Context: an optimization exercise on an open-source flow, tuned for small area, a short achievable clock period and few clock cycles. The choices shown serve that exercise and are no tape-out recipe. In this exercise RTL edits were held to simulation tests only and were not proved equivalent to the original. Power is estimated from default activity; no workload was simulated.

== fjord ==
Design rob_unit, start of the top module:
module rob_unit #(
    parameter MAX_CAP = 16
) (
    input  wire         clk,
    input  wire         rst,           
    input  wire [31:0]  cfg_rob_cap,   
    input  wire         cmd_valid,
    output wire         cmd_ready,
    input  wire [189:0] cmd,
    output reg          rsp_valid,
    output reg          rsp_ok,
    output reg  [185:0] rsp_val
);
    localparam PW = 4;
    localparam N  = 16;
    localparam DW = 154;    
    localparam [3:0] OP_CHECK_SPACE = 4'h4;
    localparam [3:0] OP_INSERT      = 4'h5;
    localparam [3:0] OP_MARK_EXEC   = 4'h6;
    localparam [3:0] OP_MARK_READY  = 4'h7;
    localparam [3:0] OP_CHECK_READY = 4'h8;
    localparam [3:0] OP_CHECK_HEAD  = 4'h9;
    localparam [3:0] OP_WAKEUP      = 4'hA;
    localparam [3:0] OP_REMOVE_HEAD = 4'hB;
    localparam [3:0] OP_RD_STAT     = 4'hC;
    localparam S1_RDY = 72;
    localparam S1_TAG = 73;    
    localparam S2_RDY = 113;
    localparam S2_TAG = 114;   
    localparam [N-1:0] OH0 = {{(N-1){1'b0}}, 1'b1};
    assign cmd_ready = 1'b1;
    reg [PW:0]    rob_cap;
    reg [N-1:0]   last_oh;      
    reg [PW-1:0]  rob_head;
    reg [PW-1:0]  rob_tail;
    reg [N-1:0]   head_oh;
    reg [N-1:0]   tail_oh;
    reg           wrapped;
    reg [N-1:0]   ent_valid;
    reg [N-1:0]   ent_ready;
    reg [DW-1:0]  ent_inst [0:N-1];
    reg [N-1:0]   head_adv;     
    reg [N-1:0]   tail_adv;     
    reg           tail_free;    
    reg           head_ready;   
    reg           head_wr;      
    reg [N-1:0]   wsel;         
    reg [N-1:0]   hsel;         
    wire [3:0]    op    = cmd[3:0];
    wire [185:0]  inst  = cmd[189:4];
    wire [31:0]   tag_t = cmd[35:4];
    wire [31:0]   tag_i = cmd[189:158];
    wire [PW-1:0] idx_i = tag_i[PW-1:0];
    wire [PW-1:0] idx_t = tag_t[PW-1:0];
    wire [7:0]    csr   = cmd[11:4];
    wire tag_i_ok = (tag_i[31:PW] == 0) && ({1'b0, idx_i} < rob_cap);
  ...
export LEC_CHECK = 0
export CAP_MARGIN = 20
export CORE_MARGIN = 2
export CORE_UTILIZATION = 60
export CTS_CLUSTER_DIAMETER = 80
export CTS_CLUSTER_SIZE = 22
export PLACE_DENSITY = 0.7
export SETUP_SLACK_MARGIN = 2.7
export SLEW_MARGIN = 20
create_clock -name core_clock -period 5.0 [get_ports {clk}]
run.sh (not shown) runs the stock make flow with config.mk's settings and CLKGATE_MAP_FILE= SYNTH_SCRIPT=/design/flow/synth_recipe.tcl, a recipe that flattens the netlist after the stock synthesis.
Having completed the whole flow, fjord delivered a layout that passed the timing, design-rule and antenna checks.
Testbench counts of fjord, summed over its fixed seeds: cycles 24,008.
The inputs of harbor differ from those of fjord as listed below.
# fjord
export LEC_CHECK = 0
export CAP_MARGIN = 20
export CORE_MARGIN = 2
export CORE_UTILIZATION = 60
export CTS_CLUSTER_DIAMETER = 80
export CTS_CLUSTER_SIZE = 22
export PLACE_DENSITY = 0.7
export SETUP_SLACK_MARGIN = 2.7
export SLEW_MARGIN = 20
create_clock -name core_clock -period 5.0 [get_ports {clk}]
# harbor
export LEC_CHECK = 0
export CAP_MARGIN = 20
export CORE_MARGIN = 2
export CORE_UTILIZATION = 60
export CTS_CLUSTER_DIAMETER = 80
export CTS_CLUSTER_SIZE = 22
export PLACE_DENSITY = 0.7
export SETUP_SLACK_MARGIN = 2.6
export SLEW_MARGIN = 20
create_clock -name core_clock -period 5.0 [get_ports {clk}]
fjord has a lower met3 layer usage reported by global route than harbor. Comparing non-clock buffer contribution to total cell area for harbor and fjord, the bigger number came from fjord. Taking fjord as the reference, in harbor power saw little to no change, final core utilization saw a decrease. On number of global-route vias before repair, harbor and fjord are neck and neck. Delta(period utilization, harbor - fjord) > 0. Overall routed net length (harbor vs. fjord) decreases slightly. Going from fjord to harbor, final area lost about 1.4%; final critical-path setup slack lost 0.15 ns. Compare harbor and fjord | cell count along the critical path higher: fjord.

-- what the ideal ports hide --
In the flow no input, the clock included, has a driving cell. The finished layouts below were timed again as built, in two steps.
Step 1 sets driving cells, clkbuf_16 on the clock port and buf_2 on the other inputs (assumed; they add their load-dependent delay and slew).
Step 2 moves the port delays by t, midway between the first and last clock arrival at a register: inputs arrive t later, outputs are due t later. That takes back most of the time a late clock gives input paths.
Three values: ideal ports, drivers, drivers and shift; two values: the first two.
run	shift t [ns]	slack for setup (ns)	worst setup path at the end	worst slew at a driven data input, ns
fjord	0.949	2.541 / 2.455 / 1.632	input to register	0.36
harbor	0.926	2.389 / 2.389 / 1.515	input to register	0.35
After both steps every run listed still meets setup and hold. For fjord, which loses most, drivers alone change the setup slack by -0.086 ns; drivers and shift together by -0.909 ns.
